Background: an optimization exercise with open tools, aiming at small area, a short achievable clock period and few clock cycles. Do not read the settings as production practice.
The RTL was checked by simulation tests, not by an equivalence proof against the original design.
Power and IR drop assume default switching activity.

<file path="design/flow/config.mk">
export PLATFORM = sky130hd
export DESIGN_NAME = flash_prog
export DESIGN_NICKNAME = flash_prog
export VERILOG_FILES = /design/flow/design.v
export SDC_FILE = /design/flow/constraint.sdc
export NUM_CORES = 4
export LEC_CHECK = 0
export CAP_MARGIN = 20
export CORE_MARGIN = 2
export CORE_UTILIZATION = 40
export SETUP_SLACK_MARGIN = 4.5
export SLEW_MARGIN = 20
</file>
<file path="design/flow/constraint.sdc">
create_clock -name core_clock -period 8.0 [get_ports {clk}]
set_input_delay 1.6000 -clock core_clock [delete_from_list [all_inputs] [get_ports {clk}]]
set_output_delay 1.6000 -clock core_clock [all_outputs]
set_load 0.01 [all_outputs]
</file>
<file path="design/flow/design.v">
module flash_seq (
    input             req,         
    input             we,
    input             sel_a,       
    input             even,        
    input             odd,         
    input      [4:0]  fix,         
    input      [7:0]  cbyte,       
    input             sel_w,       
    input      [3:0]  lm,          
    input             gate_rd,     
    input             gate_wd,     
    input      [20:0] a,
    input      [31:0] word,
    output            bus_req,
    output            bus_we,
    output     [20:0] bus_addr,
    output     [31:0] bus_wdata
);
    assign bus_req = req && !gate_rd && !gate_wd;
    assign bus_we  = we;
    genvar i;
    generate
        for (i = 0; i < 21; i = i + 1) begin : g_addr
            wire f = (i == 0)  ? fix[0] :
                     (i == 1)  ? fix[1] :
                     (i == 13) ? fix[2] :
                     (i == 14) ? fix[3] :
                     (i == 15) ? fix[4] : 1'b0;
            assign bus_addr[i] = (sel_a && a[i]) || ((i % 2 == 0) ? even : odd) || f;
        end
        for (i = 0; i < 32; i = i + 1) begin : g_data
            assign bus_wdata[i] = lm[i / 8] && (cbyte[i % 8] || (sel_w && word[i]));
        end
    endgenerate
endmodule
module flash_prog (
    input             clk,
    input             rst,
    input      [7:0]  rx_data,
    input             rx_valid,
    output            rx_ready,
    output reg [7:0]  tx_data,
    output reg        tx_valid,
    input             tx_ready,
    output            bus_req,
    output            bus_we,
    output     [20:0] bus_addr,
    output     [31:0] bus_wdata,
    input             bus_ack,
    input      [31:0] bus_rdata,
    output            handed_off
);
    localparam S_IDLE  = 0,  S_MASK  = 1,  S_FLD   = 2,  S_PEV   = 3,
               S_LEV   = 4,  S_WCTRL = 5,  S_RACK  = 6,  S_RD    = 7,
               S_UL1   = 8,  S_UL2   = 9,  S_CMD   = 10, S_SECT  = 11,
               S_BOOT  = 12, S_IDM   = 13, S_IDD   = 14, S_IDX   = 15,
               S_IDO   = 16, S_A0    = 17, S_DATA  = 18, S_POLL0 = 19,
               S_POLL  = 20, S_VER   = 21, S_BEX1  = 22, S_BEX2  = 23,
               S_FIN   = 24, S_HAND  = 25, S_LEV0  = 26, S_LEV1  = 27,
               S_GO    = 28, S_GORD  = 29;
    localparam NS = 30;
    localparam O_ID = 0, O_CE = 1, O_ER = 2, O_WR = 3, O_RD = 4, O_S1 = 5;
    reg [NS-1:0] st;
    reg [5:0]  op;
    reg        second;      
    reg        pb;          
    reg        fld_len;     
    reg        family_b;
    reg [3:0]  chip_mask;
    reg        verify_en;
    reg [21:0] a;
    reg        phi;         
    reg        plo;         
    reg [23:0] N;
    wire [13:0] E = N[13:0];
    reg [1:0]  nb;          
    reg [31:0] W;
    reg        wv;          
    reg        lastin;      
    reg [31:0] P;
    reg [2:0]  rcnt;        
    reg        rid;         
    reg [3:0]  fail;
    reg        q_req, q_we, q_sela, q_even, q_odd;
    reg [7:0]  q_byte;
    reg        q_reply;     
    reg        q_inw;       
    reg        r_sgt, r_sgt8;
    reg        r_rd_ref, r_er_ref, r_er_none;
    wire hold     = (rcnt != 3'd0);
    wire slotfree = !tx_valid || tx_ready;
    wire can_send = slotfree && !hold;
    wire [4:0] fix = {st[S_BOOT] && nb == 2'd2,
                      st[S_BOOT] && nb != 2'd2,
                      st[S_BOOT] && nb == 2'd1,
                      st[S_IDD] && family_b,
                      st[S_IDD] && !family_b};
    wire [3:0] lm = chip_mask | {4{op[O_ID] | st[S_IDX]}};
    flash_seq u_seq (
        .req(q_req), .we(q_we), .sel_a(q_sela), .even(q_even), .odd(q_odd),
        .fix(fix), .cbyte(q_byte), .sel_w(st[S_DATA]), .lm(lm),
        .gate_rd(st[S_RD] && hold), .gate_wd(st[S_DATA] && !wv),
        .a(a[20:0]), .word(W),
        .bus_req(bus_req), .bus_we(bus_we), .bus_addr(bus_addr), .bus_wdata(bus_wdata)
    );
    wire hs = bus_req && bus_ack;
    wire last_word = (a[7:0] == 8'hFF);
    wire intake    = op[O_WR] && q_inw && !lastin && (nb != 2'd3 || !wv);
    assign rx_ready = (q_reply && !tx_valid && !hold) || st[S_FLD] || intake;
    wire take = rx_valid && rx_ready;
    assign handed_off = st[S_HAND];
    wire rx00 = (rx_data == 8'h00);
    wire rx01 = (rx_data == 8'h01);
    wire rx02 = (rx_data == 8'h02);
    wire [7:0] f0 = W[31:24], f1 = W[23:16], f2 = W[15:8], f3 = W[7:0];
    wire [13:0] len_k = {f2, f1[7:2]};                  
    wire [14:0] S     = {1'b0, a[21:8]} + {1'b0, len_k};
    wire        len_hi = (f3 != 8'd0);
    wire        s_gt   = S[14] || (S[13] && S[12:0] != 13'd0);      
    wire        rd_refuse = (len_k == 14'd0) || (f1[1:0] != 2'd0) ||
                            (f0 != 8'd0) || plo || (a[7:0] != 8'd0) || phi ||
                            len_hi || r_sgt;
    wire        er_refuse = plo || (a[15:0] != 16'd0) || phi || len_hi ||
                            (f2[1:0] != 2'd0) || (f1 != 8'd0) || (f0 != 8'd0) ||
                            (family_b ? r_sgt : r_sgt8);
    wire        wp_refuse = (f1[1:0] != 2'd0) || (f0 != 8'd0);
    wire        er_none   = !family_b && len_k[13:4] == 10'd0;   
    wire        ovf       = a[21] || phi;
    wire [21:0] a_inc  = a + {5'd0, op[O_ER] & family_b, 3'd0, op[O_ER] & !family_b, 11'd0, !op[O_ER]};
    wire        aend   = (a[21:8] == E);
    wire [5:0]  a_hi_inc = a[21:16] + 6'd1;
    wire        aend_i = (a_hi_inc == E[13:8]);               
    wire eq = (bus_rdata == P);
    wire [3:0] lane_diff;
    assign lane_diff[0] = bus_rdata[7:0]   != W[7:0];
    assign lane_diff[1] = bus_rdata[15:8]  != W[15:8];
    assign lane_diff[2] = bus_rdata[23:16] != W[23:16];
    assign lane_diff[3] = bus_rdata[31:24] != W[31:24];
    reg [NS-1:0] sn;
    always @(*) begin
        sn = {NS{1'b0}};
        if (st[S_IDLE]) begin
            if (take) begin
                case (rx_data)
                    8'h01, 8'h07:               sn[S_FIN]   = 1'b1;
                    8'h02, 8'h05:               sn[S_GO]    = 1'b1;
                    8'h04, 8'h0F, 8'h10, 8'h11: sn[S_FLD]   = 1'b1;
                    8'h06:                      sn[S_WCTRL] = 1'b1;
                    8'h08:                      sn[S_HAND]  = 1'b1;
                    8'h12:                      sn[S_MASK]  = 1'b1;
                    default:                    sn[S_IDLE]  = 1'b1;
                endcase
            end else sn[S_IDLE] = 1'b1;
        end
        if (st[S_MASK]) begin
            if (take) sn[S_IDLE] = 1'b1; else sn[S_MASK] = 1'b1;
        end
        if (st[S_FLD]) begin
            if (take && nb == 2'd3) begin
                if (fld_len) sn[S_LEV0] = 1'b1; else sn[S_PEV] = 1'b1;
            end else sn[S_FLD] = 1'b1;
        end
        if (st[S_PEV]) begin
            if (can_send || op[O_ER]) begin
                if (!op[O_WR])      sn[S_FLD]   = 1'b1;
                else if (wp_refuse) sn[S_IDLE]  = 1'b1;
                else                sn[S_WCTRL] = 1'b1;
            end else sn[S_PEV] = 1'b1;
        end
        if (st[S_LEV0]) sn[S_LEV1] = 1'b1;
        if (st[S_LEV1]) sn[S_LEV]  = 1'b1;
        if (st[S_GO])   sn[S_UL1]  = 1'b1;
        if (st[S_GORD]) sn[S_RD]   = 1'b1;
        if (st[S_LEV]) begin
            if (can_send) begin
                if (op[O_RD]) begin
                    if (r_rd_ref) sn[S_IDLE] = 1'b1; else sn[S_RD] = 1'b1;
                end else begin
                    if (r_er_ref)       sn[S_IDLE] = 1'b1;
                    else if (r_er_none) sn[S_FIN]  = 1'b1;
                    else                sn[S_UL1]  = 1'b1;
                end
            end else sn[S_LEV] = 1'b1;
        end
        if (st[S_WCTRL]) begin
            if (take && rx00 && !ovf)             sn[S_GO]    = 1'b1;
            else if (take && (rx00 || rx01 || rx02)) sn[S_IDLE] = 1'b1;
            else                                  sn[S_WCTRL] = 1'b1;
        end
        if (st[S_RACK]) begin
            if (take && rx00 && !aend)            sn[S_GORD] = 1'b1;
            else if (take && (rx00 || rx01))      sn[S_IDLE] = 1'b1;
            else                                  sn[S_RACK] = 1'b1;
        end
        if (st[S_RD]) begin
            if (hs && last_word) sn[S_RACK] = 1'b1; else sn[S_RD] = 1'b1;
        end
        if (st[S_UL1]) begin
            if (hs) sn[S_UL2] = 1'b1; else sn[S_UL1] = 1'b1;
        end
        if (st[S_UL2]) begin
            if (hs) begin
                if (!(op[O_ER] && second)) sn[S_CMD]   = 1'b1;
                else if (aend)             sn[S_POLL0] = 1'b1;    
                else                       sn[S_SECT]  = 1'b1;
            end else sn[S_UL2] = 1'b1;
        end
        if (st[S_CMD]) begin
            if (hs) begin
                if (op[O_ID])       sn[S_IDM]   = 1'b1;
                else if (op[O_WR])  sn[pb ? S_A0 : S_DATA] = 1'b1;
                else if (second)    sn[S_POLL0] = 1'b1;
                else                sn[S_UL1]   = 1'b1;
            end else sn[S_CMD] = 1'b1;
        end
        if (st[S_SECT]) begin
            if (hs) begin
                if (!family_b)        sn[S_POLL0] = 1'b1;
                else if (a == 22'd0)  sn[S_BOOT]  = 1'b1;
                else if (aend_i)      sn[S_POLL0] = 1'b1;
                else                  sn[S_SECT]  = 1'b1;
            end else sn[S_SECT] = 1'b1;
        end
        if (st[S_BOOT]) begin
            if (hs && nb == 2'd2) begin
                if (aend_i) sn[S_POLL0] = 1'b1; else sn[S_SECT] = 1'b1;
            end else sn[S_BOOT] = 1'b1;
        end
        if (st[S_IDM]) begin
            if (hs) sn[S_IDD] = 1'b1; else sn[S_IDM] = 1'b1;
        end
        if (st[S_IDD]) begin
            if (hs) sn[S_IDX] = 1'b1; else sn[S_IDD] = 1'b1;
        end
        if (st[S_IDX]) begin
            if (hs) sn[S_IDO] = 1'b1; else sn[S_IDX] = 1'b1;
        end
        if (st[S_IDO]) begin
            if (can_send) sn[S_FIN] = 1'b1; else sn[S_IDO] = 1'b1;
        end
        if (st[S_A0]) begin
            if (hs) sn[S_DATA] = 1'b1; else sn[S_A0] = 1'b1;
        end
        if (st[S_DATA]) begin
            if (hs) sn[S_POLL0] = 1'b1; else sn[S_DATA] = 1'b1;
        end
        if (st[S_POLL0]) begin
            if (hs) sn[S_POLL] = 1'b1; else sn[S_POLL0] = 1'b1;
        end
        if (st[S_POLL]) begin
            if (hs && eq) begin
                if (op[O_ER]) begin
                    if (!family_b && !aend) sn[S_UL1] = 1'b1; else sn[S_FIN] = 1'b1;
                end else if (op[O_WR]) begin
                    if (verify_en)           sn[S_VER] = 1'b1;
                    else if (lastin && !wv)  sn[family_b ? S_BEX1 : S_FIN] = 1'b1;
                    else                     sn[family_b ? S_A0 : S_UL1] = 1'b1;
                end else sn[S_FIN] = 1'b1;
            end else sn[S_POLL] = 1'b1;
        end
        if (st[S_VER]) begin
            if (hs) begin
                if (lastin) sn[family_b ? S_BEX1 : S_FIN] = 1'b1;
                else        sn[family_b ? S_A0 : S_UL1] = 1'b1;
            end else sn[S_VER] = 1'b1;
        end
        if (st[S_BEX1]) begin
            if (hs) sn[S_BEX2] = 1'b1; else sn[S_BEX1] = 1'b1;
        end
        if (st[S_BEX2]) begin
            if (hs) sn[S_FIN] = 1'b1; else sn[S_BEX2] = 1'b1;
        end
        if (st[S_FIN]) begin
            if (can_send) begin
                if (op[O_WR] && fail == 4'd0) sn[S_WCTRL] = 1'b1; else sn[S_IDLE] = 1'b1;
            end else sn[S_FIN] = 1'b1;
        end
        if (st[S_HAND]) sn[S_HAND] = 1'b1;
    end
    wire [7:0] cmd_byte = op[O_ID] ? 8'h90 :
                          op[O_WR] ? (pb ? 8'h20 : 8'hA0) :
                          (op[O_CE] && second) ? 8'h10 : 8'h80;
    wire [2:0]  rpos     = rcnt - 3'd1;
    wire [1:0]  lane     = rid ? rpos[2:1] : rpos[1:0];
    wire [31:0] src      = (rid && rcnt[0]) ? W : P;
    wire [7:0]  buf_byte = src[{lane, 3'b000} +: 8];
    wire idle_bad = (rx_data == 8'h03) || (rx_data == 8'h0A) || (rx_data >= 8'h13);
    wire [7:0] fin_byte = op[O_ER] ? 8'h02 :
                          op[O_S1] ? 8'h01 :
                          op[O_WR] ? {(fail != 4'd0), 3'd0, fail[0], fail[1], fail[2], fail[3]} :
                          8'h00;
    wire [7:0] push_byte =
        ({8{st[S_IDLE]}}  & {6'd0, idle_bad, 1'b0}) |
        ({8{st[S_MASK]}}  & {7'd0, rx_data[7:4] != 4'd0}) |
        ({8{st[S_PEV]}}   & {7'd0, op[O_WR] && wp_refuse}) |
        ({8{st[S_LEV]}}   & {7'd0, op[O_RD] ? r_rd_ref : r_er_ref}) |
        ({8{st[S_WCTRL]}} & (rx02 ? 8'h02 : {7'd0, rx00 && ovf})) |
        ({8{st[S_RACK]}}  & (rx01 ? 8'h04 : aend ? 8'h03 : 8'h02)) |
        ({8{st[S_RD]}}    & bus_rdata[31:24]) |
        ({8{st[S_IDO]}}   & P[31:24]) |
        ({8{st[S_FIN]}}   & fin_byte);
    wire push = (st[S_IDLE]  && take && rx_data != 8'h05) ||
                (st[S_MASK]  && take) ||
                (st[S_PEV]   && can_send && !op[O_ER]) ||
                (st[S_LEV]   && can_send) ||
                (st[S_WCTRL] && take && (rx00 || rx01 || rx02)) ||
                (st[S_RACK]  && take && (rx00 || rx01)) ||
                (st[S_RD]    && hs) ||
                (st[S_IDO]   && can_send) ||
                (st[S_FIN]   && can_send);
    always @(posedge clk) begin
        st <= sn;
        q_req  <= sn[S_UL1] | sn[S_UL2] | sn[S_CMD] | sn[S_SECT] | sn[S_BOOT] |
                  sn[S_IDM] | sn[S_IDD] | sn[S_IDX] | sn[S_A0] | sn[S_DATA] |
                  sn[S_POLL0] | sn[S_POLL] | sn[S_VER] | sn[S_RD] | sn[S_BEX1] |
                  sn[S_BEX2];
        q_we   <= sn[S_UL1] | sn[S_UL2] | sn[S_CMD] | sn[S_SECT] | sn[S_BOOT] |
                  sn[S_IDX] | sn[S_A0] | sn[S_DATA] | sn[S_BEX1] | sn[S_BEX2];
        q_sela <= sn[S_SECT] | sn[S_DATA] | sn[S_VER] | sn[S_RD];
        q_even <= ((sn[S_UL1] | sn[S_CMD]) & !family_b) | (sn[S_UL2] & family_b);
        q_odd  <= ((sn[S_UL1] | sn[S_CMD]) & family_b) | (sn[S_UL2] & !family_b);
        q_byte <= ({8{sn[S_UL1]}} & 8'hAA) | ({8{sn[S_UL2]}} & 8'h55) |
                  ({8{sn[S_CMD]}} & cmd_byte) | ({8{sn[S_SECT] | sn[S_BOOT]}} & 8'h30) |
                  ({8{sn[S_IDX]}} & 8'hF0) | ({8{sn[S_A0]}} & 8'hA0) |
                  ({8{sn[S_BEX1]}} & 8'h90);
        q_reply <= sn[S_IDLE] | sn[S_MASK] | sn[S_WCTRL] | sn[S_RACK];
        q_inw   <= sn[S_UL1] | sn[S_UL2] | sn[S_CMD] | sn[S_A0] | sn[S_DATA] |
                   sn[S_POLL0] | sn[S_POLL] | sn[S_VER];
        if (slotfree) begin
            tx_valid <= hold || push;
            tx_data  <= hold ? buf_byte : push_byte;
            if (hold) rcnt <= rcnt - 3'd1;
        end
        if (take && (st[S_FLD] || intake)) begin
            if (nb == 2'd3) begin
                W  <= {N, rx_data};
                wv <= 1'b1;
                if (last_word) lastin <= 1'b1;
            end else begin
                N  <= {N[15:0], rx_data};
            end
            nb <= nb + 2'd1;
        end
        if (st[S_IDLE]) begin
            nb      <= 2'd0;
            a       <= 22'd0;
            phi     <= 1'b0;
            plo     <= 1'b0;
            second  <= 1'b0;
            fld_len <= (rx_data == 8'h04);
            op      <= {rx_data == 8'h01 || rx_data == 8'h07,
                        rx_data == 8'h04 || rx_data == 8'h11,
                        rx_data == 8'h06 || rx_data == 8'h10,
                        rx_data == 8'h0F,
                        rx_data == 8'h05,
                        rx_data == 8'h02};
            if (take) begin
                if (rx_data == 8'h0B) family_b  <= 1'b0;
                if (rx_data == 8'h0C) family_b  <= 1'b1;
                if (rx_data == 8'h0D) verify_en <= 1'b1;
                if (rx_data == 8'h0E) verify_en <= 1'b0;
            end
        end
        if (st[S_MASK] && take && rx_data[7:4] == 4'd0) chip_mask <= rx_data[3:0];
        if (st[S_PEV] && (can_send || op[O_ER])) begin
            a       <= {f2, f1, f0[7:2]};
            phi     <= (f3 != 8'd0);
            plo     <= (f0[1:0] != 2'd0);
            fld_len <= 1'b1;
        end
        r_sgt     <= s_gt;
        r_sgt8    <= (S > 15'h0800);
        r_rd_ref  <= rd_refuse;
        r_er_ref  <= er_refuse;
        r_er_none <= er_none;
        if (st[S_LEV0]) N[13:0] <= S[13:0];
        if (st[S_RD] && !hold) P <= bus_rdata;
        if (st[S_RD] && hs) begin
            rcnt <= slotfree ? 3'd3 : 3'd4;
            rid  <= 1'b0;
            a    <= a_inc;
        end
        if (st[S_WCTRL] && take && rx00) begin
            nb     <= 2'd0;
            wv     <= 1'b0;
            lastin <= 1'b0;
            fail   <= 4'd0;
            pb     <= family_b;
        end
        if (st[S_CMD] && hs) begin
            pb <= 1'b0;
            if (op[O_CE] || op[O_ER]) second <= 1'b1;
        end
        if (st[S_DATA] && hs && !verify_en) begin
            a  <= a_inc;
            wv <= 1'b0;
        end
        if (st[S_VER] && hs) begin
            fail <= fail | (lane_diff & chip_mask);
            a    <= a_inc;
            wv   <= 1'b0;
        end
        if (st[S_SECT] && hs) begin
            if (family_b && a == 22'd0) nb <= 2'd0;
            else                        a  <= a_inc;
        end
        if (st[S_BOOT] && hs) begin
            nb <= nb + 2'd1;
            if (nb == 2'd2) a <= a_inc;
        end
        if (st[S_IDM]) P <= bus_rdata;
        if (st[S_IDD]) W <= bus_rdata;
        if (st[S_IDO] && can_send) begin
            rcnt <= 3'd7;
            rid  <= 1'b1;
        end
        if (st[S_POLL0] || (st[S_POLL] && hs)) P <= bus_rdata;
        if (st[S_POLL] && hs && eq && op[O_ER]) second <= 1'b0;
        if (rst) begin
            st        <= {{(NS-1){1'b0}}, 1'b1};
            q_req     <= 1'b0;
            q_reply   <= 1'b1;
            q_inw     <= 1'b0;
            family_b  <= 1'b0;
            chip_mask <= 4'hF;
            verify_en <= 1'b0;
            tx_valid  <= 1'b0;
            rcnt      <= 3'd0;
        end
    end
endmodule
</file>
<file path="design/flow/flow/run.sh">
#!/bin/bash
# The standard layout (standard.sh: the standard flow's own ORFS make flow, unchanged synthesis), with the
# ports buffered by plain buffers instead of the delay buffers buffer_ports picks by default.
set -euo pipefail
bash standard.sh "BUFFER_PORTS_ARGS=-buffer_cell sky130_fd_sc_hd__buf_1" finish > standard.log 2>&1
</file>
<file path="design/flow/standard.sh">
#!/bin/bash
# synth_recipe.tcl (not shown) runs the flow's synth.tcl, then flattens the netlist and writes it again
# the make line also repeats each setting of config.mk as NAME=value (left out here)
make -C /OpenROAD-flow-scripts/flow DESIGN_CONFIG=/design/flow/config.mk WORK_HOME=/design/flow/orfs CLKGATE_MAP_FILE= SYNTH_SCRIPT=/design/flow/synth_recipe.tcl "${@:-finish}"
</file>
==> impl_metrics.py, run 1 <==
metrics = {
    "routing": {
        "wl_per_cell_um": 25.54,
        "drcViolationCount": 0,
        "wl_met1_um": 18390,
        "vias": 10820,
        "drt_iter0_drc": 1457,
        "top_layer": "met5",
        "dr.pass1.iters": 6,
        "drt-total-wl_um": 43740,
        "dr_wl_met3_um": 4729,
        "final_antenna_net_count": 0,
        "viasPerCell": 6.313,
        "wl_met2_um": 19030,
    },
    "placed_design": {
        "placed_cell_area_sq_um": 12400,
        "placedCellCount": 1664,
        "post-place-ws_ns": 3.513,
        "place_congestion": 0.9476,
        "io_buffers": 110,
        "hpwl_um": 32010,
    },
    "logic_synthesis": {
        "synth.distinct_cells": 82,
        "synth_top_area_share_pct": 27.69,
        "synthCells": 1233,
        "synth_compound_area_share_pct": 19.31,
        "synth_xor_area_share_pct": 7.030,
        "synth_area_sq_um": 11710,
        "synth_fp_nets": 1309,
        "synth_edf_count": 108,
        "yosysTopAreaCell": "edfxtp_1",
        "synth_top_flop_cell": "edfxtp_1",
        "synth.area.mux_share_pct": 6.538,
        "synthTopCellsByArea": "edfxtp_1, dfxtp_1, xor2_1, a21oi_1, mux2_2",
        "async_flop_share_pct": 0,
        "synthSimpleGateAreaFrac_pct": 17.16,
        "synth_top_family_by_area": "compound AO/OA/AOI/OAI gates",
        "yosys_warnings": 1,
        "synth_fa_ha_area_share_pct": 3.376,
        "ys_ff_latch": 196,
        "postSynthAreaPerCell_sq_um": 9.498,
        "yosysSeqAreaShare_pct": 42.74,
    },
    "finish": {
        "num-fill-cells": 2820,
        "layout_commonest_cell": "nor2_1",
        "area_growth_pct": 13.10,
        "fin_cells": 1713,
        "mostFrequentLayoutCells": "nor2_1, edfxtp_1, buf_1",
        "final_area_sq_um": 13250,
        "drive_gt1_share_pct": 11.08,
        "post-route-util_pct": 46.02,
        "fin_nets": 1390,
    },
    "grt": {
        "grt_max_degree": 43,
        "grt_antenna_before_repair": 3,
        "grt_pass1_vias": 9921,
        "overflow": 0,
        "grt_pass1_wl_um": 63760,
        "grt_usage_pct": 27.97,
    },
    "worst_setup_path": {
        "crit_end": "rx_ready",
        "reg2reg_to": "a[20]",
        "r2r_cells": 10,
        "crit_cells": 3,
        "critPathArrivalTime_ns": 1.86,
        "worstReg2RegStart": "op[2]",
        "cp_slowest_cell": "edfxtp_1",
        "crit_chain": "and3b_1 -> a211o_1 -> buf_1",
        "end_kind": "output port",
        "worstSetupStartpoint": "op[3]",
        "slowest_delay_ns": 0.65,
        "cp.required_ns": 6.40,
        "cp_top_family": "flip-flops",
        "critPathKind": "register to output port",
        "start_kind": "register",
        "critical_path.max_fanout": 14,
        "worst-path-buf-inv": 1,
        "ff2ff_setup_slack_ns": 4.63,
    },
    "pwr": {
        "power.switching_mw": 0.8857,
        "vdd.ir_drop.worst_mv": 0.1536,
        "powerDensity_nw_per_um2": 201.7,
        "leakage_nw": 4.862,
        "power_frac_seq_pct": 43.9,
        "swShare_pct": 33.15,
        "clockPowerShare_pct": 32.5,
        "finalPower_mw": 2.672,
        "p_comb_share_pct": 23.6,
        "p_int_mw": 1.786,
    },
    "flow_run": {
        "cap_viol_max_count": 0,
    },
    "floorplan": {
        "start_util_pct": 40.69,
        "dieHeight_um": 175.1,
        "num_rows": 62,
        "die_width_um": 175.1,
        "die_area_sq_um": 30660,
        "coreArea_sq_um": 28780,
        "ioPinCount": 111,
    },
    "clocking": {
        "cts_tree": "yes",
        "worstSkewPairLatency_ns": 0.45,
        "h-tree-depth": 4,
        "cts_made_buffers": 17,
        "cts-root-buf": "clkbuf_16",
        "clkTransAtPathRegs_ns": 0.09,
        "cts.sinks": 196,
        "clockBufferDepth": 2,
    },
    "sta": {
        "fin_setup_tns_ns": 0,
        "drv_slew": 0,
        "finalCritPeriodShare_pct": 43.20,
        "max_slew_margin_pct": 20.80,
        "tightest_slew_ns": 1.178,
        "final-hold-violation-count": 0,
        "maxClockFrequency_mhz": 289.4,
        "setup_violations": 0,
        "post-route-min-period_ns": 3.456,
        "skew_ns": 0.01973,
        "hold_ws_ns": 0.4491,
        "fin_ws_ns": 4.544,
        "rsz0062_at_grt": "yes",
    },
    "hold_path": {
        "worstHoldPathCells": 0,
        "hp-start": "N[14]",
        "hp-class": "register to register",
    },
    "outcome": {
        "status": "no timing/DRC/antenna violations",
    },
}
## worst min path at each step
| stage | slack, ns | to |
|---|---|---|
| floorplan | 0.41 | st[4] |
| global placement | 0.42 | st[4] |
| detailed placement | 0.43 | N[22] |
| CTS | 0.45 | N[22] |
| global route | 0.48 | N[22] |
| finish | 0.45 | N[22] |
## cells by family after synthesis
| logic type | Yosys count |
|---|---|
| AOI/OAI and AO/OA | 333 |
| adders and majority gates | 31 |
| DFF | 196 |
| muxes | 64 |
| and+or+nand+nor | 403 |
| xor gates and xnor gates | 94 |
| buffers and inverters | 112 |
## layout make-up
| type | instances | area [sq um] | area share (%) |
|---|---|---|---|
| antenna | 2 | 5.005 | 0.03779 |
| clock buffer | 18 | 429.2 | 3.240 |
| clock inverter | 14 | 133.9 | 1.011 |
| inverter | 38 | 152.6 | 1.152 |
| multi-input combinational | 926 | 6411 | 48.40 |
| sequential | 196 | 5010 | 37.82 |
| tap | 384 | 480.5 | 3.627 |
| timing repair buffer | 135 | 623.1 | 4.704 |
## Yosys cell counts (19+ instances only)
cell        n
mux2_2     40
a21oi_1   101
nand2_1   101
dfxtp_1    88
o21ai_0    41
nor2_1    115
xnor2_1    19
clkbuf_1   56
nor3_1     23
edfxtp_1  108
ha_1       30
a21o_1     20
nand3_1    35
xor2_1     75
inv_1      37
nor4_1     30
## power by group through the flow
stage / Combinational (mW) / Sequential (mW) / Clock [mW]
finish: 0.631 / 1.17 / 0.868
detailed placement: 0.578 / 1.19 / 0
global placement: 0.573 / 1.19 / 0
global route: 0.670 / 1.18 / 0.905
CTS: 0.616 / 1.17 / 0.864
floorplan: 0.403 / 1.17 / 0
## metal layers
layer  vias up  GRT usage (%)
li1       4793              -
met1      5269          39.31
met2       651          41.85
met3       100          6.114
met4         2          10.94
met5         -         0.1603
## sequential cells by signal, indices dropped and copies added (netlist names), 4 cells and up
| register | cells |
|---|---|
| N | 24 |
| op | 6 |
| q_byte | 6 |
| fail | 4 |
| a | 22 |
| st | 30 |
| tx_data | 8 |
| P | 32 |
| W | 32 |
| chip_mask | 4 |
## worst register-to-register path, cell delays in order, from the launching register on
cell      delay (ns)
edfxtp_1        0.73
clkinv_1        0.55
nor2_1          0.29
ha_1            0.20
nand3_1         0.08
o41ai_1         0.63
a21oi_1         0.14
nor2_1          0.22
nand3_1         0.12
xor2_1          0.18
a21oi_1         0.15
## what timing repair did
item,4_1_cts,5_1_grt
cloned,1,0
pin swaps,5,1
endpoints found under the setup margin,73,29
hold endpoints to repair,0,0
gates resized for setup,23,13
buffers inserted,4,9
hold buffers,0,0
Testbench counts, summed over its fixed seeds: cycles 58,432.
==> inputs of run 2 (changes only) <==
--- a/design/flow/config.mk
+++ b/design/flow/config.mk
@@ -10,3 +10,3 @@
 export CORE_UTILIZATION = 40
-export SETUP_SLACK_MARGIN = 4.5
+export SETUP_SLACK_MARGIN = 4.4
 export SLEW_MARGIN = 20
==> run 2 against run 1 <==
  * Register-to-register slack gained 0.09 ns
  * Still clean on timing, DRC and antenna
  * Cell count shrank 0.12%
  * First-iteration DRC count is 3.8% higher
  * Hold slack gained 0.0043 ns
  * Wire length fell by 0.23%
  * Largest power group unchanged
  * Sequential share of layout area rose by 0.18 points
  * Non-clock buffer count is 2 higher
  * Count of clock-buffer cells in the layout did not move
  * Synthesized cell count did not move
==> impl_metrics.py, run 2 <==
metrics = {
    "logic_synthesis": {
        "synth_area_sq_um": 11710,
        "synthTopCellsByArea": "edfxtp_1, dfxtp_1, xor2_1, a21oi_1, mux2_2",
        "synth_fp_nets": 1309,
        "synth_top_flop_cell": "edfxtp_1",
        "synth_edf_count": 108,
        "ys_top_cells_by_count": "nor2_1, edfxtp_1, a21oi_1, nand2_1, dfxtp_1",
        "synthCells": 1233,
        "async_flop_share_pct": 0,
        "yosys_warnings": 1,
        "ys_ff_latch": 196,
        "yosysSeqAreaShare_pct": 42.74,
        "yosysTopAreaCell": "edfxtp_1",
        "synth_top_area_share_pct": 27.69,
        "yosysMostFrequentCell": "nor2_1",
        "synth.distinct_cells": 82,
        "postSynthAreaPerCell_sq_um": 9.498,
    },
    "finish": {
        "layout_commonest_cell": "nor2_1",
        "drive_gt1_share_pct": 10.10,
        "num-fill-cells": 2800,
        "top_regs": "P (32), W (32), st (30)",
        "final_area_sq_um": 13180,
        "post-route-util_pct": 45.81,
        "area_growth_pct": 12.57,
        "antenna_cells": 0,
        "mostFrequentLayoutCells": "nor2_1, buf_1, edfxtp_1",
        "fin_nets": 1391,
    },
    "worst_setup_path": {
        "slowest_delay_ns": 0.72,
        "end_kind": "register",
        "ff2ff_setup_slack_ns": 4.72,
        "crit_chain": "buf_1 -> buf_4 -> or4_1 -> nor3_4 -> nand3_1 -> o31a_1 -> a211o_1 -> or2_1",
        "cp_slowest_cell": "or4_1",
        "critical_path.max_fanout": 8,
        "cp.required_ns": 8.33,
        "critPathKind": "input pin to register",
        "start_kind": "input pin",
        "critPathArrivalTime_ns": 3.90,
    },
    "routing": {
        "final_antenna_net_count": 0,
        "dr.pass1.iters": 5,
        "viasPerCell": 6.286,
        "wl_per_cell_um": 25.51,
        "drt_iter0_drc": 1513,
        "drt-total-wl_um": 43640,
        "drcViolationCount": 0,
        "vias": 10760,
    },
    "clocking": {
        "clkTransAtPathRegs_ns": 0.08,
        "clockBufferDepth": 2,
        "cts_made_buffers": 17,
        "cts-root-buf": "clkbuf_16",
        "h-tree-depth": 4,
        "cts.sinks": 196,
        "worstSkewPairLatency_ns": 0.44,
        "hold_buffers": 0,
        "cts_tree": "yes",
    },
    "floorplan": {
        "coreArea_sq_um": 28780,
        "die_area_sq_um": 30660,
        "ioPinCount": 111,
        "die_width_um": 175.1,
        "num_rows": 62,
        "dieHeight_um": 175.1,
        "start_util_pct": 40.69,
    },
    "placed_design": {
        "hpwl_um": 32140,
        "place_congestion": 0.9668,
        "io_buffers": 110,
        "placed_cell_area_sq_um": 12440,
    },
    "sta": {
        "post-route-min-period_ns": 3.565,
        "final-hold-violation-count": 0,
        "drv_slew": 0,
        "fin_setup_tns_ns": 0,
        "maxClockFrequency_mhz": 280.5,
        "setup_violations": 0,
        "skew_ns": 0.01431,
        "rsz0062_at_grt": "yes",
        "tightest_slew_ns": 1.059,
        "finalCritPeriodShare_pct": 44.56,
        "max_slew_margin_pct": 29.39,
    },
    "grt": {
        "grt_usage_pct": 28.09,
        "grt_pass1_vias": 9861,
        "grt_antenna_before_repair": 2,
        "grt_max_degree": 43,
        "grt_pass1_wl_um": 63570,
        "overflow": 0,
    },
    "hold_path": {
        "hp-class": "register to register",
    },
    "flow_run": {
        "cap_viol_max_count": 0,
    },
    "pwr": {
        "leakage_nw": 4.872,
        "powerDensity_nw_per_um2": 203.3,
        "finalPower_mw": 2.680,
        "vdd.ir_drop.worst_mv": 0.1920,
    },
    "outcome": {
        "status": "no timing/DRC/antenna violations",
    },
}
-- run 2: cell counts after synthesis --
Identical to the previous run, type by type.
-- run 2: stage by stage --
stage	hold slack (ns)	std cells	setup WS [ns]
6_report	0.4534	1711	4.435
5_1_grt	0.4704	1711	4.307
4_1_cts	0.4576	1704	4.412
3_5_place_dp	0.4393	1670	3.581
3_3_place_gp	0.4248	1670	3.650
2_1_floorplan	0.4130	1233	4.428
-- run 2: final timing paths --
check | startpoint | to | cells after the start
worst min register to register | N[15] | N[23] | 0
worst min-delay path | N[15] | N[23] | 0
worst max-delay path | rx_data[4] | q_reply | 8
worst max register to register | W[18] | r_sgt | 9
-- run 2: final cells by class --
cell class,count,area (sq um),area share (%)
sequential,196,5010,38.00
multi-input combinational,925,6350,48.16
inverter,38,146.4,1.110
clock buffer,18,429.2,3.255
timing repair buffer,137,624.3,4.736
tap,384,480.5,3.644
clock inverter,13,143.9,1.091
-- run 2: kinds of logic after synthesis --
kind of cell | synth area share (%)
buf+inv | 3.857
flops | 42.74
fa+ha+maj | 3.376
simple gates | 17.16
mux | 6.538
compound gates | 19.31
xor+xnor | 7.030
-- run 2: what timing repair did --
item | in CTS | in global routing
endpoints found under the setup margin | 56 | 21
resized for setup | 13 | 8
cloned | 0 | 0
setup buffers | 3 | 7
pin swaps | 1 | 2
-- run 2: where the power goes --
part	internal (mW)	switching (mW)	leakage, nW
logic	0.249	0.390	2.86
clock network	0.464	0.412	0.274
registers	1.12	0.0428	1.73
-- run 2: worst max-delay path, delay by kind of cell --
family          cells  cell delay [ns]
simple gates        4             1.51
buf+inv             2             0.24
compound gates      2             0.55
-- run 2: layer usage --
metal / track usage (%) / vias up / share of wire [%]
li1: - / 4789 / -
met3: 6.049 / 87 / 9.6
met5: 0 / - / 0.13
met4: 9.896 / 2 / 3.0
met1: 39.50 / 5237 / 43
met2: 42.60 / 640 / 44
==> inputs of run 3 (changes only) <==
--- a/design/flow/design.v
+++ b/design/flow/design.v
@@ -60,4 +60,4 @@
                S_FIN   = 24, S_HAND  = 25, S_LEV0  = 26, S_LEV1  = 27,
-               S_GO    = 28, S_GORD  = 29;
-    localparam NS = 30;
+               S_IDLD  = 28, S_MASKD = 29, S_WCD   = 30, S_RAD   = 31;
+    localparam NS = 32;
     localparam O_ID = 0, O_CE = 1, O_ER = 2, O_WR = 3, O_RD = 4, O_S1 = 5;
@@ -84,2 +84,3 @@
     reg [3:0]  fail;
+    reg [7:0]  rxq;         
     reg        q_req, q_we, q_sela, q_even, q_odd;
@@ -92,3 +93,3 @@
     wire slotfree = !tx_valid || tx_ready;
-    wire can_send = slotfree && !hold;
+    wire can_send = !tx_valid && !hold;     
     wire [4:0] fix = {st[S_BOOT] && nb == 2'd2,
@@ -109,8 +110,8 @@
     wire intake    = op[O_WR] && q_inw && !lastin && (nb != 2'd3 || !wv);
-    assign rx_ready = (q_reply && !tx_valid && !hold) || st[S_FLD] || intake;
+    assign rx_ready = q_reply || st[S_FLD] || intake;
     wire take = rx_valid && rx_ready;
     assign handed_off = st[S_HAND];
-    wire rx00 = (rx_data == 8'h00);
-    wire rx01 = (rx_data == 8'h01);
-    wire rx02 = (rx_data == 8'h02);
+    wire rx00 = (rxq == 8'h00);
+    wire rx01 = (rxq == 8'h01);
+    wire rx02 = (rxq == 8'h02);
     wire [7:0] f0 = W[31:24], f1 = W[23:16], f2 = W[15:8], f3 = W[7:0];
@@ -143,6 +144,9 @@
         if (st[S_IDLE]) begin
-            if (take) begin
-                case (rx_data)
+            if (take) sn[S_IDLD] = 1'b1; else sn[S_IDLE] = 1'b1;
+        end
+        if (st[S_IDLD]) begin
+            if (can_send) begin
+                case (rxq)
                     8'h01, 8'h07:               sn[S_FIN]   = 1'b1;
-                    8'h02, 8'h05:               sn[S_GO]    = 1'b1;
+                    8'h02, 8'h05:               sn[S_UL1]   = 1'b1;
                     8'h04, 8'h0F, 8'h10, 8'h11: sn[S_FLD]   = 1'b1;
@@ -153,6 +157,9 @@
                 endcase
-            end else sn[S_IDLE] = 1'b1;
+            end else sn[S_IDLD] = 1'b1;
         end
         if (st[S_MASK]) begin
-            if (take) sn[S_IDLE] = 1'b1; else sn[S_MASK] = 1'b1;
+            if (take) sn[S_MASKD] = 1'b1; else sn[S_MASK] = 1'b1;
+        end
+        if (st[S_MASKD]) begin
+            if (can_send) sn[S_IDLE] = 1'b1; else sn[S_MASKD] = 1'b1;
         end
@@ -172,4 +179,2 @@
         if (st[S_LEV1]) sn[S_LEV]  = 1'b1;
-        if (st[S_GO])   sn[S_UL1]  = 1'b1;
-        if (st[S_GORD]) sn[S_RD]   = 1'b1;
         if (st[S_LEV]) begin
@@ -186,10 +191,18 @@
         if (st[S_WCTRL]) begin
-            if (take && rx00 && !ovf)             sn[S_GO]    = 1'b1;
-            else if (take && (rx00 || rx01 || rx02)) sn[S_IDLE] = 1'b1;
-            else                                  sn[S_WCTRL] = 1'b1;
+            if (take) sn[S_WCD] = 1'b1; else sn[S_WCTRL] = 1'b1;
+        end
+        if (st[S_WCD]) begin
+            if (!(rx00 || rx01 || rx02)) sn[S_WCTRL] = 1'b1;      
+            else if (!can_send)          sn[S_WCD]   = 1'b1;
+            else if (rx00 && !ovf)       sn[S_UL1]   = 1'b1;
+            else                         sn[S_IDLE]  = 1'b1;
         end
         if (st[S_RACK]) begin
-            if (take && rx00 && !aend)            sn[S_GORD] = 1'b1;
-            else if (take && (rx00 || rx01))      sn[S_IDLE] = 1'b1;
-            else                                  sn[S_RACK] = 1'b1;
+            if (take) sn[S_RAD] = 1'b1; else sn[S_RACK] = 1'b1;
+        end
+        if (st[S_RAD]) begin
+            if (!(rx00 || rx01))         sn[S_RACK]  = 1'b1;      
+            else if (!can_send)          sn[S_RAD]   = 1'b1;
+            else if (rx00 && !aend)      sn[S_RD]    = 1'b1;
+            else                         sn[S_IDLE]  = 1'b1;
         end
@@ -287,3 +300,3 @@
     wire [7:0]  buf_byte = src[{lane, 3'b000} +: 8];
-    wire idle_bad = (rx_data == 8'h03) || (rx_data == 8'h0A) || (rx_data >= 8'h13);
+    wire idle_bad = (rxq == 8'h03) || (rxq == 8'h0A) || (rxq >= 8'h13);
     wire [7:0] fin_byte = op[O_ER] ? 8'h02 :
@@ -293,8 +306,8 @@
     wire [7:0] push_byte =
-        ({8{st[S_IDLE]}}  & {6'd0, idle_bad, 1'b0}) |
-        ({8{st[S_MASK]}}  & {7'd0, rx_data[7:4] != 4'd0}) |
+        ({8{st[S_IDLD]}}  & {6'd0, idle_bad, 1'b0}) |
+        ({8{st[S_MASKD]}} & {7'd0, rxq[7:4] != 4'd0}) |
         ({8{st[S_PEV]}}   & {7'd0, op[O_WR] && wp_refuse}) |
         ({8{st[S_LEV]}}   & {7'd0, op[O_RD] ? r_rd_ref : r_er_ref}) |
-        ({8{st[S_WCTRL]}} & (rx02 ? 8'h02 : {7'd0, rx00 && ovf})) |
-        ({8{st[S_RACK]}}  & (rx01 ? 8'h04 : aend ? 8'h03 : 8'h02)) |
+        ({8{st[S_WCD]}}   & (rx02 ? 8'h02 : {7'd0, rx00 && ovf})) |
+        ({8{st[S_RAD]}}   & (rx01 ? 8'h04 : aend ? 8'h03 : 8'h02)) |
         ({8{st[S_RD]}}    & bus_rdata[31:24]) |
@@ -302,8 +315,8 @@
         ({8{st[S_FIN]}}   & fin_byte);
-    wire push = (st[S_IDLE]  && take && rx_data != 8'h05) ||
-                (st[S_MASK]  && take) ||
+    wire push = (st[S_IDLD]  && can_send && rxq != 8'h05) ||
+                (st[S_MASKD] && can_send) ||
                 (st[S_PEV]   && can_send && !op[O_ER]) ||
                 (st[S_LEV]   && can_send) ||
-                (st[S_WCTRL] && take && (rx00 || rx01 || rx02)) ||
-                (st[S_RACK]  && take && (rx00 || rx01)) ||
+                (st[S_WCD]   && can_send && (rx00 || rx01 || rx02)) ||
+                (st[S_RAD]   && can_send && (rx00 || rx01)) ||
                 (st[S_RD]    && hs) ||
@@ -344,3 +357,4 @@
         end
-        if (st[S_IDLE]) begin
+        if (q_reply) rxq <= rx_data;
+        if (st[S_IDLD]) begin
             nb      <= 2'd0;
@@ -350,17 +364,15 @@
             second  <= 1'b0;
-            fld_len <= (rx_data == 8'h04);
-            op      <= {rx_data == 8'h01 || rx_data == 8'h07,
-                        rx_data == 8'h04 || rx_data == 8'h11,
-                        rx_data == 8'h06 || rx_data == 8'h10,
-                        rx_data == 8'h0F,
-                        rx_data == 8'h05,
-                        rx_data == 8'h02};
-            if (take) begin
-                if (rx_data == 8'h0B) family_b  <= 1'b0;
-                if (rx_data == 8'h0C) family_b  <= 1'b1;
-                if (rx_data == 8'h0D) verify_en <= 1'b1;
-                if (rx_data == 8'h0E) verify_en <= 1'b0;
-            end
+            fld_len <= (rxq == 8'h04);
+            op      <= {rxq == 8'h01 || rxq == 8'h07,
+                        rxq == 8'h04 || rxq == 8'h11,
+                        rxq == 8'h06 || rxq == 8'h10,
+                        rxq == 8'h0F,
+                        rxq == 8'h05,
+                        rxq == 8'h02};
+            if (rxq == 8'h0B) family_b  <= 1'b0;
+            if (rxq == 8'h0C) family_b  <= 1'b1;
+            if (rxq == 8'h0D) verify_en <= 1'b1;
+            if (rxq == 8'h0E) verify_en <= 1'b0;
         end
-        if (st[S_MASK] && take && rx_data[7:4] == 4'd0) chip_mask <= rx_data[3:0];
+        if (st[S_MASKD] && rxq[7:4] == 4'd0) chip_mask <= rxq[3:0];
         if (st[S_PEV] && (can_send || op[O_ER])) begin
@@ -379,3 +391,3 @@
         if (st[S_RD] && hs) begin
-            rcnt <= slotfree ? 3'd3 : 3'd4;
+            rcnt <= (!tx_valid || tx_ready) ? 3'd3 : 3'd4;
             rid  <= 1'b0;
@@ -383,3 +395,3 @@
         end
-        if (st[S_WCTRL] && take && rx00) begin
+        if (st[S_WCD] && rx00) begin
             nb     <= 2'd0;
--- a/design/flow/flow/run.sh
+++ b/design/flow/flow/run.sh
@@ -4,2 +4,2 @@
 set -euo pipefail
-bash standard.sh "BUFFER_PORTS_ARGS=-buffer_cell sky130_fd_sc_hd__buf_1" finish > standard.log 2>&1
+bash standard.sh "BUFFER_PORTS_ARGS=-buffer_cell sky130_fd_sc_hd__buf_2" finish > standard.log 2>&1
--- a/design/flow/config.mk
+++ b/design/flow/config.mk
@@ -10,3 +10,4 @@
 export CORE_UTILIZATION = 40
-export SETUP_SLACK_MARGIN = 4.4
+export CTS_BUF_LIST = sky130_fd_sc_hd__clkbuf_4 sky130_fd_sc_hd__clkbuf_8
+export SETUP_SLACK_MARGIN = 4.5
 export SLEW_MARGIN = 20
==> run 3 against run 2 <==
  * Synthesized area grew 1.9%
  * Non-clock buffer count is the same
  * Fmax grew 3.0%
  * Critical path type is now register to output port
==> impl_metrics.py, run 3 <==
metrics = {
    "routing": {
        "vias": 10930,
        "drt_iter0_drc": 1420,
        "drt-total-wl_um": 44820,
        "final_antenna_net_count": 0,
        "dr.pass1.iters": 6,
        "drcViolationCount": 0,
        "viasPerCell": 6.164,
        "wl_per_cell_um": 25.28,
    },
    "pwr": {
        "finalPower_mw": 3.432,
        "vdd.ir_drop.worst_mv": 0.1630,
        "p_int_mw": 2.179,
        "power_frac_seq_pct": 39.5,
        "powerDensity_nw_per_um2": 249.4,
        "swShare_pct": 36.51,
        "p_comb_share_pct": 31.0,
        "power.switching_mw": 1.253,
        "clockPowerShare_pct": 29.6,
        "leakage_nw": 5.334,
    },
    "logic_synthesis": {
        "ys_top_cells_by_count": "nor2_1, edfxtp_1, a21oi_1",
        "yosys_warnings": 1,
        "synth_area_sq_um": 11930,
        "synth_top_area_share_pct": 29.20,
        "async_flop_share_pct": 0,
        "postSynthAreaPerCell_sq_um": 9.521,
        "synthTopCellsByArea": "edfxtp_1, dfxtp_1, a21oi_1, xnor2_1, nor2_1",
        "ys_ff_latch": 206,
        "yosysTopAreaCell": "edfxtp_1",
        "yosysMostFrequentCell": "nor2_1",
        "yosysSeqAreaShare_pct": 44.30,
        "synth_fp_nets": 1324,
        "synth.distinct_cells": 80,
        "synthCells": 1253,
        "synth_top_flop_cell": "edfxtp_1",
        "synth_edf_count": 116,
    },
    "finish": {
        "num-fill-cells": 2894,
        "drive_gt1_share_pct": 20.75,
        "area_growth_pct": 15.31,
        "layout_commonest_cell": "nor2_1",
        "mostFrequentLayoutCells": "nor2_1, edfxtp_1, a21oi_1",
        "top_regs": "P (32), W (32), st (32)",
        "final_area_sq_um": 13760,
        "antenna_cells": 0,
        "fin_nets": 1426,
    },
    "worst_setup_path": {
        "critPathArrivalTime_ns": 1.86,
        "critPathKind": "register to output port",
        "cp_slowest_cell": "buf_4",
        "ff2ff_setup_slack_ns": 4.68,
        "critical_path.max_fanout": 36,
        "end_kind": "output port",
        "slowest_delay_ns": 0.36,
        "start_kind": "register",
        "reg2reg_to": "r_sgt",
        "r2r_cells": 9,
        "cp.required_ns": 6.40,
        "crit_chain": "buf_4 -> nor2b_1 -> a211oi_2 -> buf_2",
        "worstReg2RegStart": "W[18]",
    },
    "sta": {
        "maxClockFrequency_mhz": 288.8,
        "finalCritPeriodShare_pct": 43.28,
        "tightest_slew_ns": 0.9586,
        "max_slew_margin_pct": 35.96,
        "setup_violations": 0,
        "final-hold-violation-count": 0,
        "rsz0062_at_grt": "yes",
        "fin_ws_ns": 4.538,
        "drv_slew": 0,
        "skew_ns": 0.02281,
        "fin_setup_tns_ns": 0,
        "post-route-min-period_ns": 3.462,
    },
    "clocking": {
        "cts_made_buffers": 38,
        "h-tree-depth": 2,
        "cts.sinks": 206,
        "cts-root-buf": "clkbuf_8",
        "clockBufferDepth": 3,
        "clkTransAtPathRegs_ns": 0.06,
        "cts_tree": "yes",
        "worstSkewPairLatency_ns": 0.55,
    },
    "floorplan": {
        "die_area_sq_um": 31220,
        "start_util_pct": 40.47,
        "coreArea_sq_um": 29480,
        "ioPinCount": 111,
        "die_width_um": 176.7,
        "num_rows": 63,
        "dieHeight_um": 176.7,
    },
    "grt": {
        "grt_max_degree": 45,
        "grt_antenna_before_repair": 1,
        "overflow": 0,
        "grt_pass1_vias": 10180,
        "grt_pass1_wl_um": 65960,
        "grt_usage_pct": 28.42,
    },
    "placed_design": {
        "place_congestion": 0.9748,
        "hpwl_um": 32650,
        "placed_cell_area_sq_um": 12780,
        "post-place-ws_ns": 4.116,
        "io_buffers": 110,
    },
    "hold_path": {
        "worstHoldPathCells": 2,
        "hp-class": "register to register",
        "hp-start": "st[27]",
        "worst_hold_path.endpoint": "st[4]",
    },
    "outcome": {
        "status": "no timing/DRC/antenna violations",
    },
    "flow_run": {
        "cap_viol_max_count": 0,
    },
}
==> run 3: cells by family after synthesis <==
kind of cell    after synthesis  synth area share [%]
flops                       206                 44.30
xor+xnor                     96                 7.174
buf+inv                     103                 3.492
simple gates                421                 17.88
compound gates              339                 18.58
fa+ha+maj                    26                 2.790
mux                          62                 5.779
==> run 3: area by class of cell <==
type | instances | area [sq um] | area share [%]
flip-flops and latches | 206 | 5290 | 38.45
inverters | 28 | 110.1 | 0.8004
clock inverters | 13 | 66.31 | 0.4820
well taps | 390 | 488.0 | 3.547
multi-input cells | 944 | 6329 | 46.00
clock buffers | 55 | 675.6 | 4.911
repair buffers | 137 | 798.3 | 5.803
==> run 3: power groups by stage <==
stage	combinational (mW)	sequential (mW)	clock, mW
2_1_floorplan	0.652	1.33	0
3_3_place_gp	0.969	1.37	0
3_5_place_dp	0.972	1.37	0
4_1_cts	1.01	1.36	1.02
5_1_grt	1.13	1.36	1.06
6_report	1.06	1.35	1.02
==> run 3: metal layers <==
layer | track usage [%] | up-vias | routed length [um]
met3 | 5.412 | 93 | 4609
met2 | 44.87 | 642 | 20270
met5 | 0 | - | 0
li1 | - | 4886 | -
met4 | 9.986 | 0 | 1642
met1 | 38.96 | 5307 | 18290
==> run 3: worst max-delay path by stage <==
stage	from	end	slack, ns
global placement	bus_rdata[6]	q_req	4.16
detailed placement	bus_ack	q_req	4.12
floorplan	bus_ack	P[0]	4.68
global route	st[18]	bus_req	4.42
finish	st[18]	bus_req	4.54
CTS	rcnt[0]	bus_req	4.46
==> run 3: stage by stage <==
stage / utilization [%] / hold WS, ns / cells
after detailed placement: 43.34 / 0.4416 / 1691
final: 46.66 / 0.4522 / 1773
after global placement: 43.32 / 0.4269 / 1691
after global routing: 46.66 / 0.4886 / 1773
after CTS: 46.34 / 0.4402 / 1765
after floorplan: - / 0.4130 / 1253
==> run 3: what timing repair did <==
item / 4_1_cts / 5_1_grt
pin swaps: 5 / 0
setup buffers: 6 / 7
hold buffers: 0 / 0
resized for setup: 15 / 6
setup endpoints to repair: 75 / 22
==> run 3: critical path, delay by kind of cell (launching register included) <==
family | cells | cell delay, ns
flip-flops | 1 | 0.30
buffers and inverters | 2 | 0.56
AO/OA/AOI/OAI | 1 | 0.09
AND/OR/NAND/NOR | 1 | 0.36
Testbench counts of run 3, summed over its fixed seeds: cycles 58,416.
==> inputs of run 4 (changes only) <==
--- a/design/flow/config.mk
+++ b/design/flow/config.mk
@@ -10,3 +10,2 @@
 export CORE_UTILIZATION = 40
-export CTS_BUF_LIST = sky130_fd_sc_hd__clkbuf_4 sky130_fd_sc_hd__clkbuf_8
 export SETUP_SLACK_MARGIN = 4.5
==> run 4 against run 3 <==
  * Still clean on timing, DRC and antenna
  * Final area shrank 0.20%
  * First-iteration DRC count is 3.0% higher
  * Register-to-register slack worse by 0.03 ns
  * Utilization decreased by 0.093 points
  * Non-clock buffer count is 1 higher
==> impl_metrics.py, run 4 <==
metrics = {
    "grt": {
        "overflow": 0,
        "grt_pass1_wl_um": 65670,
        "grt_usage_pct": 28.17,
        "grt_antenna_before_repair": 0,
        "grt_pass1_vias": 10030,
        "grt_max_degree": 45,
    },
    "floorplan": {
        "ioPinCount": 111,
        "dieHeight_um": 176.7,
        "die_area_sq_um": 31220,
        "coreArea_sq_um": 29480,
        "num_rows": 63,
        "start_util_pct": 40.47,
        "die_width_um": 176.7,
    },
    "sta": {
        "setup_violations": 0,
        "maxClockFrequency_mhz": 290.1,
        "finalCritPeriodShare_pct": 43.08,
        "fin_setup_tns_ns": 0,
        "skew_ns": 0.01395,
        "fin_ws_ns": 4.553,
        "max_slew_margin_pct": 35.44,
        "rsz0062_at_grt": "yes",
        "drv_slew": 0,
        "post-route-min-period_ns": 3.447,
        "tightest_slew_ns": 0.9664,
        "final-hold-violation-count": 0,
    },
    "pwr": {
        "clockPowerShare_pct": 29.9,
        "swShare_pct": 36.15,
        "p_comb_share_pct": 30.7,
        "p_int_mw": 2.199,
        "power.switching_mw": 1.245,
        "power_frac_seq_pct": 39.4,
        "vdd.ir_drop.worst_mv": 0.1817,
        "powerDensity_nw_per_um2": 250.8,
        "leakage_nw": 5.306,
    },
    "routing": {
        "vias": 10800,
        "drcViolationCount": 0,
        "viasPerCell": 6.173,
        "drt-total-wl_um": 44580,
        "wl_per_cell_um": 25.49,
        "dr.pass1.iters": 6,
        "drt_iter0_drc": 1463,
        "final_antenna_net_count": 0,
    },
    "logic_synthesis": {
        "synthTopCellsByArea": "edfxtp_1, dfxtp_1, a21oi_1, xnor2_1, nor2_1",
        "synthCells": 1253,
        "yosysMostFrequentCell": "nor2_1",
        "async_flop_share_pct": 0,
        "yosysTopAreaCell": "edfxtp_1",
        "synth.distinct_cells": 80,
        "synth_fp_nets": 1324,
        "postSynthAreaPerCell_sq_um": 9.521,
        "synth_edf_count": 116,
        "synth_area_sq_um": 11930,
        "yosys_warnings": 1,
        "synth_top_flop_cell": "edfxtp_1",
        "synth_top_area_share_pct": 29.20,
        "yosysSeqAreaShare_pct": 44.30,
        "ys_top_cells_by_count": "nor2_1, edfxtp_1, a21oi_1",
        "ys_ff_latch": 206,
    },
    "clocking": {
        "clockBufferDepth": 3,
        "worstSkewPairLatency_ns": 0.53,
        "cts.sinks": 206,
        "cts-root-buf": "clkbuf_16",
        "cts_tree": "yes",
        "clkTransAtPathRegs_ns": 0.06,
        "cts_made_buffers": 24,
        "hold_buffers": 0,
        "h-tree-depth": 1,
    },
    "placed_design": {
        "place_congestion": 0.9748,
        "post-place-ws_ns": 4.116,
        "placedCellCount": 1691,
        "io_buffers": 110,
        "hpwl_um": 32650,
    },
    "worst_setup_path": {
        "worstReg2RegStart": "W[18]",
        "end_kind": "output port",
        "cp.required_ns": 6.40,
        "critical_path.max_fanout": 7,
        "start_kind": "register",
        "critPathKind": "register to output port",
        "slowest_delay_ns": 0.38,
        "crit_end": "bus_req",
        "ff2ff_setup_slack_ns": 4.65,
        "worstSetupStartpoint": "rcnt[0]",
        "cp_slowest_cell": "dfxtp_1",
        "r2r_cells": 9,
        "critPathArrivalTime_ns": 1.85,
        "crit_chain": "inv_2 -> ha_2 -> nand2b_4 -> a211oi_2 -> buf_2",
        "reg2reg_to": "r_sgt",
    },
    "finish": {
        "mostFrequentLayoutCells": "nor2_1, edfxtp_1, a21oi_1",
        "fin_cells": 1749,
        "layout_commonest_cell": "nor2_1",
        "fin_nets": 1413,
        "antenna_cells": 0,
        "area_growth_pct": 15.08,
        "top_regs": "P (32), W (32), st (32)",
        "drive_gt1_share_pct": 19.28,
    },
    "hold_path": {
        "hp-class": "register to register",
    },
    "flow_run": {
        "cap_viol_max_count": 0,
    },
    "outcome": {
        "status": "no timing/DRC/antenna violations",
    },
}
run 4: worst min-delay path by stage:
| stage | depth (start not counted) | startpoint | endpoint | slack (ns) |
|---|---|---|---|---|
| after CTS | 2 | st[27] | st[4] | 0.46 |
| final | 0 | N[14] | N[22] | 0.46 |
| after global placement | 2 | st[27] | st[4] | 0.43 |
| after floorplan | 2 | st[27] | st[4] | 0.41 |
| after global routing | 0 | N[14] | N[22] | 0.48 |
| after detailed placement | 2 | st[27] | st[4] | 0.44 |
run 4: cell families (layout without fill, tap and decap cells):
kind of cell | Yosys count | after routing | synth area share (%)
xor+xnor | 96 | 96 | 7.174
flops | 206 | 206 | 44.30
simple gates | 421 | 421 | 17.88
mux | 62 | 62 | 5.779
fa+ha+maj | 26 | 26 | 2.790
compound gates | 339 | 339 | 18.58
buf+inv | 103 | 209 | 3.492
run 4: repair_timing:
item,CTS,global route
pin swaps,4,1
hold endpoints to repair,0,0
gates resized for setup,14,6
cloned,0,0
setup endpoints to repair,79,22
buffers inserted,6,8
run 4: per-layer routing:
layer	GRT usage [%]	wire length (um)	vias up
met5	0	0	-
met1	39.22	18590	5237
met2	44.92	20270	601
met3	4.639	4214	98
li1	-	-	4861
met4	8.643	1502	0
run 4: power groups by stage:
stage / logic (mW) / clock network (mW) / registers [mW]
final: 1.06 / 1.03 / 1.36
after global routing: 1.12 / 1.07 / 1.37
after CTS: 1.01 / 1.03 / 1.36
after detailed placement: 0.972 / 0 / 1.37
after global placement: 0.969 / 0 / 1.37
after floorplan: 0.652 / 0 / 1.33
run 4: area by class of cell:
| class | count | area (sq um) |
|---|---|---|
| repair buffers | 138 | 805.8 |
| flip-flops and latches | 206 | 5290 |
| multi-input cells | 944 | 6319 |
| clock inverters | 13 | 76.32 |
| clock buffers | 30 | 643.1 |
| fillers | 2870 | 15750 |
| well taps | 390 | 488.0 |
| inverters | 28 | 107.6 |
run 4: critical path, delay by kind of cell, from the launching register on:
kind                       cells  cell delay (ns)
AOI/OAI and AO/OA              1             0.26
buffers and inverters          2             0.32
DFF                            1             0.38
and+or+nand+nor                1             0.10
adders and majority gates      1             0.25
run 4: stage by stage:
| stage | area [sq um] | hold slack (ns) | power (mW) | utilization (%) |
|---|---|---|---|---|
| 2_1_floorplan | 11940 | 0.4130 | 1.985 | - |
| 3_3_place_gp | 12770 | 0.4269 | 2.342 | 43.32 |
| 3_5_place_dp | 12780 | 0.4416 | 2.346 | 43.34 |
| 4_1_cts | 13640 | 0.4555 | 3.400 | 46.25 |
| 5_1_grt | 13730 | 0.4826 | 3.556 | 46.57 |
| 6_report | 13730 | 0.4616 | 3.444 | 46.57 |

[re-timing with driven ports]
In the flow no input, the clock included, has a driving cell. The finished layouts below were timed again as built, in two steps.
Step 1, drivers: a clkbuf_16 drives clk and a buf_2 each remaining input, both assumed.
Step 2, shift: input delay + t, output delay - t, t = (earliest + latest rising clock arrival at the registers) / 2. This alone moves slack from input paths to output paths.
Slacks: ideal / step 1 / step 2; pairs: ideal / step 1.
| run | shift t [ns] | slack for setup (ns) | clock arrival spread, ns |
|---|---|---|---|
| run 1 | 0.490 | 4.544 / 4.493 / 4.083 | 0.020 / 0.019 |
| run 2 | 0.491 | 4.435 / 4.384 / 3.979 | 0.015 / 0.015 |
| run 3 | 0.585 | 4.538 / 4.494 / 4.158 | 0.023 / 0.023 |
| run 4 | 0.571 | 4.553 / 4.505 / 4.124 | 0.014 / 0.014 |
After both steps setup and hold are still met in every run listed. The setup slack of run 1, which loses most, moves by -0.051 ns with the drivers and by -0.461 ns with both steps.
